Background: an optimization exercise with open tools, aiming at small area, a short achievable clock period and few clock cycles per item. Do not read the settings as production practice.
The RTL was checked by simulation tests, not by an equivalence proof against the original design.
No activity file was given, so power comes from the tool's default toggle rates.

==> inputs of juniper <==
## dsha256_ce
module dsha256_ce (
    input  wire        clk,
    input  wire        rst_n,       
    input  wire        cmd_valid,
    output wire        cmd_ready,
    input  wire [15:0] cmd,
    output wire        rsp_valid,
    input  wire        rsp_ready,
    output wire        rsp_err,
    output wire [31:0] rsp_data
);
clock: 10.0 ns
lec_check: 0
cap_margin: 20
core_margin: 2
core_utilization: 55
cts_buf_list: sky130_fd_sc_hd__clkbuf_8
cts_cluster_diameter: 80
cts_cluster_size: 15
setup_slack_margin: 5
slew_margin: 20
run.sh (not shown) runs the stock make flow with config.mk's settings and CLKGATE_MAP_FILE= SYNTH_SCRIPT=/design/flow/synth_recipe.tcl, a recipe that flattens the netlist after the stock synthesis.
==> yarrow: changes against juniper <==
--- a/flow/design.v
+++ b/flow/design.v
@@ -176,22 +176,17 @@
     end
     wire        j_f2  = rq && rl && seq == SQ_F1 && extra;
     wire [5:0]  j_n   = (x_fin || (x_push && bj == 2'd3)) ? {2'b00, cnt[5:2]} :
                         (p2_go || j_f2) ? 6'd0 :
                         (kgo && strm && j != 6'd63) ? j + 6'd1 : j;
     wire        p2m_n = (x_fin || (x_push && bj == 2'd3) || j_f2) ? 1'b0 :
                         p2_go ? 1'b1 : p2m;
-    wire        ksteady = kq && !kgo;
-    wire        kstep   = kgo && strm && j != 6'd63;
-    wire [5:0]  ki_n = ksteady ? j : kstep ? j + 6'd1 :
-                       (p2_go || j_f2) ? 6'd0 : {2'b00, cnt[5:2]};
-    wire        kp_n = (ksteady || kstep) ? p2m : p2_go;
     reg  [31:0] kn;       
     always @(*) begin
-        case (ki_n)
+        case (j_n)
             6'd0:  kn = 32'h428a2f98; 6'd1:  kn = 32'h71374491; 6'd2:  kn = 32'hb5c0fbcf; 6'd3:  kn = 32'he9b5dba5;
             6'd4:  kn = 32'h3956c25b; 6'd5:  kn = 32'h59f111f1; 6'd6:  kn = 32'h923f82a4; 6'd7:  kn = 32'hab1c5ed5;
             6'd8:  kn = 32'hd807aa98; 6'd9:  kn = 32'h12835b01; 6'd10: kn = 32'h243185be; 6'd11: kn = 32'h550c7dc3;
             6'd12: kn = 32'h72be5d74; 6'd13: kn = 32'h80deb1fe; 6'd14: kn = 32'h9bdc06a7; 6'd15: kn = 32'hc19bf174;
             6'd16: kn = 32'he49b69c1; 6'd17: kn = 32'hefbe4786; 6'd18: kn = 32'h0fc19dc6; 6'd19: kn = 32'h240ca1cc;
             6'd20: kn = 32'h2de92c6f; 6'd21: kn = 32'h4a7484aa; 6'd22: kn = 32'h5cb0a9dc; 6'd23: kn = 32'h76f988da;
             6'd24: kn = 32'h983e5152; 6'd25: kn = 32'ha831c66d; 6'd26: kn = 32'hb00327c8; 6'd27: kn = 32'hbf597fc7;
@@ -200,15 +195,15 @@
             6'd36: kn = 32'h650a7354; 6'd37: kn = 32'h766a0abb; 6'd38: kn = 32'h81c2c92e; 6'd39: kn = 32'h92722c85;
             6'd40: kn = 32'ha2bfe8a1; 6'd41: kn = 32'ha81a664b; 6'd42: kn = 32'hc24b8b70; 6'd43: kn = 32'hc76c51a3;
             6'd44: kn = 32'hd192e819; 6'd45: kn = 32'hd6990624; 6'd46: kn = 32'hf40e3585; 6'd47: kn = 32'h106aa070;
             6'd48: kn = 32'h19a4c116; 6'd49: kn = 32'h1e376c08; 6'd50: kn = 32'h2748774c; 6'd51: kn = 32'h34b0bcb5;
             6'd52: kn = 32'h391c0cb3; 6'd53: kn = 32'h4ed8aa4a; 6'd54: kn = 32'h5b9cca4f; 6'd55: kn = 32'h682e6ff3;
             6'd56: kn = 32'h748f82ee; 6'd57: kn = 32'h78a5636f; 6'd58: kn = 32'h84c87814; 6'd59: kn = 32'h8cc70208;
             6'd60: kn = 32'h90befffa; 6'd61: kn = 32'ha4506ceb; 6'd62: kn = 32'hbef9a3f7;
-            default: kn = kp_n ? 32'h307b5f59 : 32'hc67178f2;
+            default: kn = p2m_n ? 32'h307b5f59 : 32'hc67178f2;
         endcase
     end
     reg  [31:0] k;
     wire [31:0] ktap = p2m ? W[8] : W[15];
     wire [31:0] hnxt = (rq || ch_act) ? vg : vh;          
     wire [63:0] kwc  = csa(k, ktap, hnxt);
     reg [31:0] w15_n;
- CORE_UTILIZATION: 55 -> 40
- CTS_BUF_LIST: sky130_fd_sc_hd__clkbuf_8 -> not set
- CTS_CLUSTER_DIAMETER: 80 -> not set
- CTS_CLUSTER_SIZE: 15 -> not set
==> comparison <==
yarrow ran to the end with no violations. juniper passed the timing, DRC and antenna checks.
In combinational power, yarrow is at 5.9 times the value of juniper.
Between juniper and yarrow, the lower clock power is in juniper (gap 48%, measured against yarrow).
Against yarrow, the clock-buffer cell count of juniper is lower by 88.
In critical path depth, juniper and yarrow do not differ.
In flip-flop and latch count, yarrow and juniper do not differ.
Of yarrow and juniper, yarrow has the higher cell area (gap 10%, measured against juniper).
Testbench counts of juniper, summed over its fixed seeds: cycles 49,432, messages 193.
Testbench counts of yarrow, summed over its fixed seeds: cycles 49,432, messages 193.

-- port drivers added, routing unchanged --
The results above use ideal ports. As a check the final layouts listed here were re-extracted and re-timed, cells and wires unchanged. Step 1 assumes that a clkbuf_16 drives the clock port and a buf_2 every other input. Step 2 moves the port delays by t, midway between the first and last clock arrival at a register: inputs arrive t later, outputs are due t later. That takes back most of the time a late clock gives input paths. a / b / c = no drivers / after step 1 / after step 2; a / b = the first two.
| run | t (ns) | slack for setup (ns) | latest minus earliest clock arrival (ns) |
|---|---|---|---|
| juniper | 0.877 | 4.938 / 4.938 / 4.309 | 0.076 / 0.077 |
| yarrow | 0.870 | 4.882 / 4.882 / 4.140 | 0.034 / 0.034 |
After both steps every run listed still meets setup and hold. The setup slack of yarrow, which loses most, moves by 0.000 ns with the drivers and by -0.742 ns with both steps.
